From an optimization exercise on the open Yosys and OpenROAD flow, aimed at small area; shortcuts taken in it are not production practice. The RTL was checked by simulation tests, not by an equivalence proof against the original design. Power is estimated from default activity; no workload was simulated.

==> flow/design.v (excerpt) <==
module hub75_engine #(
    parameter [31:0] FLICKER_BUDGET_TICKS = 32'd500000
) (
    input  wire        clk,
    input  wire        rst,           
    input  wire        cmd_valid,
    output wire        cmd_ready,
    input  wire [63:0] cmd_data,
    output reg         rsp_valid,
    output wire [63:0] rsp_data,
    input  wire        timeout,
    output wire        mem_rd_en,
    output wire        mem_rd_buf,
    output wire [24:0] mem_rd_addr,
    input  wire [5:0]  mem_rd_data,
    output reg  [5:0]  hub_data,
    output reg         hub_clk,
    output reg         hub_lat,
    output wire        hub_oe_n,
    output reg  [4:0]  hub_addr,
    output wire        irq_fault
);
For scale: roughly 1,700 cells after synthesis, about 490 flip-flops, roughly 21,000 µm² of cells after synthesis.
clock: 18.0 ns
lec_check: 0
cap_margin: 20
core_margin: 2
core_utilization: 55
slew_margin: 20
standard.sh (not shown) runs the stock make flow with config.mk's settings and CLKGATE_MAP_FILE= SYNTH_SCRIPT=/design/flow/synth_recipe.tcl, a recipe that flattens the netlist after the stock synthesis.
==> flow/flow/run.sh <==
#!/bin/bash
# Layout flow: the standard flow (standard.sh: ORFS from synthesis to
# the final layout), with three changes:
#  - synthesis is the standard flow's own script, except that ABC maps the logic with
#    the area-oriented script flow/area.abc instead of ORFS's speed script
#    (the clock period leaves ample slack); flip-flops are mapped before
#    ABC runs, so the registers are those of the standard synthesis;
#  - the port buffers that global placement inserts are the smallest
#    buffer (buf_1) instead of the resizer's default choice;
#  - clock tree synthesis makes larger sink clusters and inserts no dummy
#    loads (all sinks still reach the clock through buffers).
# The make output goes to standard.log here; ORFS writes each step's log
# under orfs/logs.
set -euo pipefail
HERE=$(pwd)
cat > "$HERE/area_synth.tcl" <<EOF
proc abc {args} {
  set i [lsearch -exact \$args -script]
  if {\$i >= 0} { lset args [expr {\$i + 1}] $HERE/flow/area.abc }
  yosys abc {*}\$args
}
source $HERE/synth_recipe.tcl
EOF
export BUFFER_PORTS_ARGS="-buffer_cell sky130_fd_sc_hd__buf_1"
export CTS_ARGS="-sink_clustering_enable -repair_clock_nets -dont_use_dummy_load -sink_clustering_size 32 -sink_clustering_max_diameter 80 -buf_list sky130_fd_sc_hd__clkbuf_16"
bash standard.sh SYNTH_SCRIPT="$HERE/area_synth.tcl" finish > standard.log 2>&1
==> flow/flow/area.abc <==
strash
&get -n
&fraig -x
&put
scorr
dc2
strash
&get -n
&deepsyn -T 60
&synch2
&dch -f
&nf -a -R 1000
&put
The first run produced a clean layout.
Then changed:
--- a/flow/flow/run.sh
+++ b/flow/flow/run.sh
@@ -23,4 +23,4 @@
 EOF
 export BUFFER_PORTS_ARGS="-buffer_cell sky130_fd_sc_hd__buf_1"
-export CTS_ARGS="-sink_clustering_enable -repair_clock_nets -dont_use_dummy_load -sink_clustering_size 32 -sink_clustering_max_diameter 80 -buf_list sky130_fd_sc_hd__clkbuf_16"
+export CTS_ARGS="-sink_clustering_enable -repair_clock_nets -dont_use_dummy_load -sink_clustering_size 16 -sink_clustering_max_diameter 55 -buf_list sky130_fd_sc_hd__clkbuf_8"
 bash standard.sh SYNTH_SCRIPT="$HERE/area_synth.tcl" finish > standard.log 2>&1
==> flow/flow/area.abc (replaced) <==
strash
&get -n
&fraig -x
&put
scorr
dc2
strash
&get -n
&deepsyn -T 60
&dch -f
&nf -a -R 2000
&put
Total power goes down by about 1.2%.
Cell count drops by about 2.8%.
Fmax decreases by about 4.3%.
Design area fell by about 1.2%.
Core utilization rose by 0.38 points.
Then changed:
--- a/flow/flow/run.sh
+++ b/flow/flow/run.sh
@@ -23,4 +23,4 @@
 EOF
 export BUFFER_PORTS_ARGS="-buffer_cell sky130_fd_sc_hd__buf_1"
-export CTS_ARGS="-sink_clustering_enable -repair_clock_nets -dont_use_dummy_load -sink_clustering_size 16 -sink_clustering_max_diameter 55 -buf_list sky130_fd_sc_hd__clkbuf_8"
+export CTS_ARGS="-sink_clustering_enable -repair_clock_nets -dont_use_dummy_load -sink_clustering_size 26 -sink_clustering_max_diameter 60 -buf_list sky130_fd_sc_hd__clkbuf_16"
 bash standard.sh SYNTH_SCRIPT="$HERE/area_synth.tcl" finish > standard.log 2>&1
==> flow/flow/area.abc (replaced) <==
strash
&get -n
&fraig -x
&put
scorr
dc2
strash
&get -n
&synch2
&dch -f
&nf -a -R 1000
&put
Result: The new run went through all stages and came out clean; power rises by 7.9%; critical path depth rises by 3; final area rises by 3.1%.
Then changed:
--- a/flow/flow/run.sh
+++ b/flow/flow/run.sh
@@ -23,4 +23,4 @@
 EOF
 export BUFFER_PORTS_ARGS="-buffer_cell sky130_fd_sc_hd__buf_1"
-export CTS_ARGS="-sink_clustering_enable -repair_clock_nets -dont_use_dummy_load -sink_clustering_size 26 -sink_clustering_max_diameter 60 -buf_list sky130_fd_sc_hd__clkbuf_16"
+export CTS_ARGS="-sink_clustering_enable -repair_clock_nets -dont_use_dummy_load -sink_clustering_size 16 -sink_clustering_max_diameter 55 -buf_list sky130_fd_sc_hd__clkbuf_8"
 bash standard.sh SYNTH_SCRIPT="$HERE/area_synth.tcl" finish > standard.log 2>&1
==> flow/flow/area.abc (replaced) <==
strash
&get -n
&fraig -x
&put
scorr
dc2
strash
&get -n
&deepsyn -T 60
&synch2
&dch -f
&nf -a -R 1000
&put
What happened: Routed wire length is higher by 2.2%; sequential share of layout area climbs by 0.89 points; worst hold slack is worse by 0.0048 ns; design area falls by 1.6%; global-route usage went up by 0.59 points; count of clock-buffer cells in the layout rises by 7.
Then changed:
==> flow/flow/run.sh (replaced) <==
#!/bin/bash
# Layout flow: the standard flow (standard.sh: ORFS from synthesis to
# the final layout), with two changes:
#  - the port buffers that global placement inserts are the smallest
#    buffer (buf_1) instead of the resizer's default choice;
#  - clock tree synthesis makes larger sink clusters and inserts no dummy
#    loads (all sinks still reach the clock through buffers).
# The make output goes to standard.log here; ORFS writes each step's log
# under orfs/logs.
set -euo pipefail
export BUFFER_PORTS_ARGS="-buffer_cell sky130_fd_sc_hd__buf_1"
export CTS_ARGS="-sink_clustering_enable -repair_clock_nets -dont_use_dummy_load -sink_clustering_size 20 -sink_clustering_max_diameter 60 -buf_list sky130_fd_sc_hd__clkbuf_16"
bash standard.sh > standard.log 2>&1
removed: flow/flow/area.abc
Critical path depth came out lower by 15.
Core utilization hardly moves.
Setup slack improved by 1.1 ns.
Then changed:
==> flow/flow/run.sh (replaced) <==
#!/bin/bash
# Layout flow: the standard flow (standard.sh: ORFS from synthesis to
# the final layout), with three changes:
#  - synthesis is the standard flow's own script, except that ABC maps the logic with
#    the area-oriented script flow/area.abc instead of ORFS's speed script
#    (the clock period leaves ample slack); flip-flops are mapped before
#    ABC runs, so the registers are those of the standard synthesis;
#  - the port buffers that global placement inserts are the smallest
#    buffer (buf_1) instead of the resizer's default choice;
#  - clock tree synthesis makes larger sink clusters and inserts no dummy
#    loads (all sinks still reach the clock through buffers).
# The make output goes to standard.log here; ORFS writes each step's log
# under orfs/logs.
set -euo pipefail
HERE=$(pwd)
cat > "$HERE/area_synth.tcl" <<EOF
proc abc {args} {
  set i [lsearch -exact \$args -script]
  if {\$i >= 0} { lset args [expr {\$i + 1}] $HERE/flow/area.abc }
  yosys abc {*}\$args
}
source $HERE/synth_recipe.tcl
EOF
export BUFFER_PORTS_ARGS="-buffer_cell sky130_fd_sc_hd__buf_1"
export CTS_ARGS="-sink_clustering_enable -repair_clock_nets -dont_use_dummy_load -sink_clustering_size 18 -sink_clustering_max_diameter 60 -buf_list sky130_fd_sc_hd__clkbuf_8"
bash standard.sh SYNTH_SCRIPT="$HERE/area_synth.tcl" finish > standard.log 2>&1
==> flow/flow/area.abc (new file) <==
strash
&get -n
&fraig -x
&put
scorr
dc2
strash
&get -n
&deepsyn -T 60
&synch2
&dch -f
&nf -a -R 1000
&put
- worst setup slack degrades by 0.36 ns
- sequential cell count is unchanged
- clock-buffer cell count rose by 1
- total power fell by roughly a tenth
- area after synthesis fell by a few percent

port drivers added, routing unchanged:
The results above use ideal ports. As a check the final layouts listed here were re-extracted and re-timed, cells and wires unchanged.
Step 1: set_driving_cell puts a clkbuf_16 on clk and a buf_2 on each other input, an assumption about the parent block.
Step 2 adds t to the input delays and takes it off the output delays; t is the mean of the earliest and latest rising clock arrival at the registers after step 1. Input paths then give back, and output paths get back, about the clock's delay inside the block.
a / b / c = no drivers / after step 1 / after step 2; a / b = the first two.
run | t (ns) | setup slack, ns | worst slew at a driven data input, ns
the first run | 0.600 | 9.396 / 9.430 / 8.830 | 0.05
the second run | 0.627 | 9.007 / 9.039 / 8.413 | 0.07
the third run | 0.581 | 9.246 / 9.283 / 8.702 | 0.04
the fourth run | 0.663 | 8.730 / 8.761 / 8.098 | 0.06
the fifth run | 0.603 | 9.781 / 9.761 / 9.523 | 0.09
the sixth run | 0.653 | 9.420 / 9.452 / 8.799 | 0.06
After both steps every run listed still meets setup and hold. For the fourth run, which loses most, drivers alone change the setup slack by +0.031 ns; drivers and shift together by -0.632 ns.
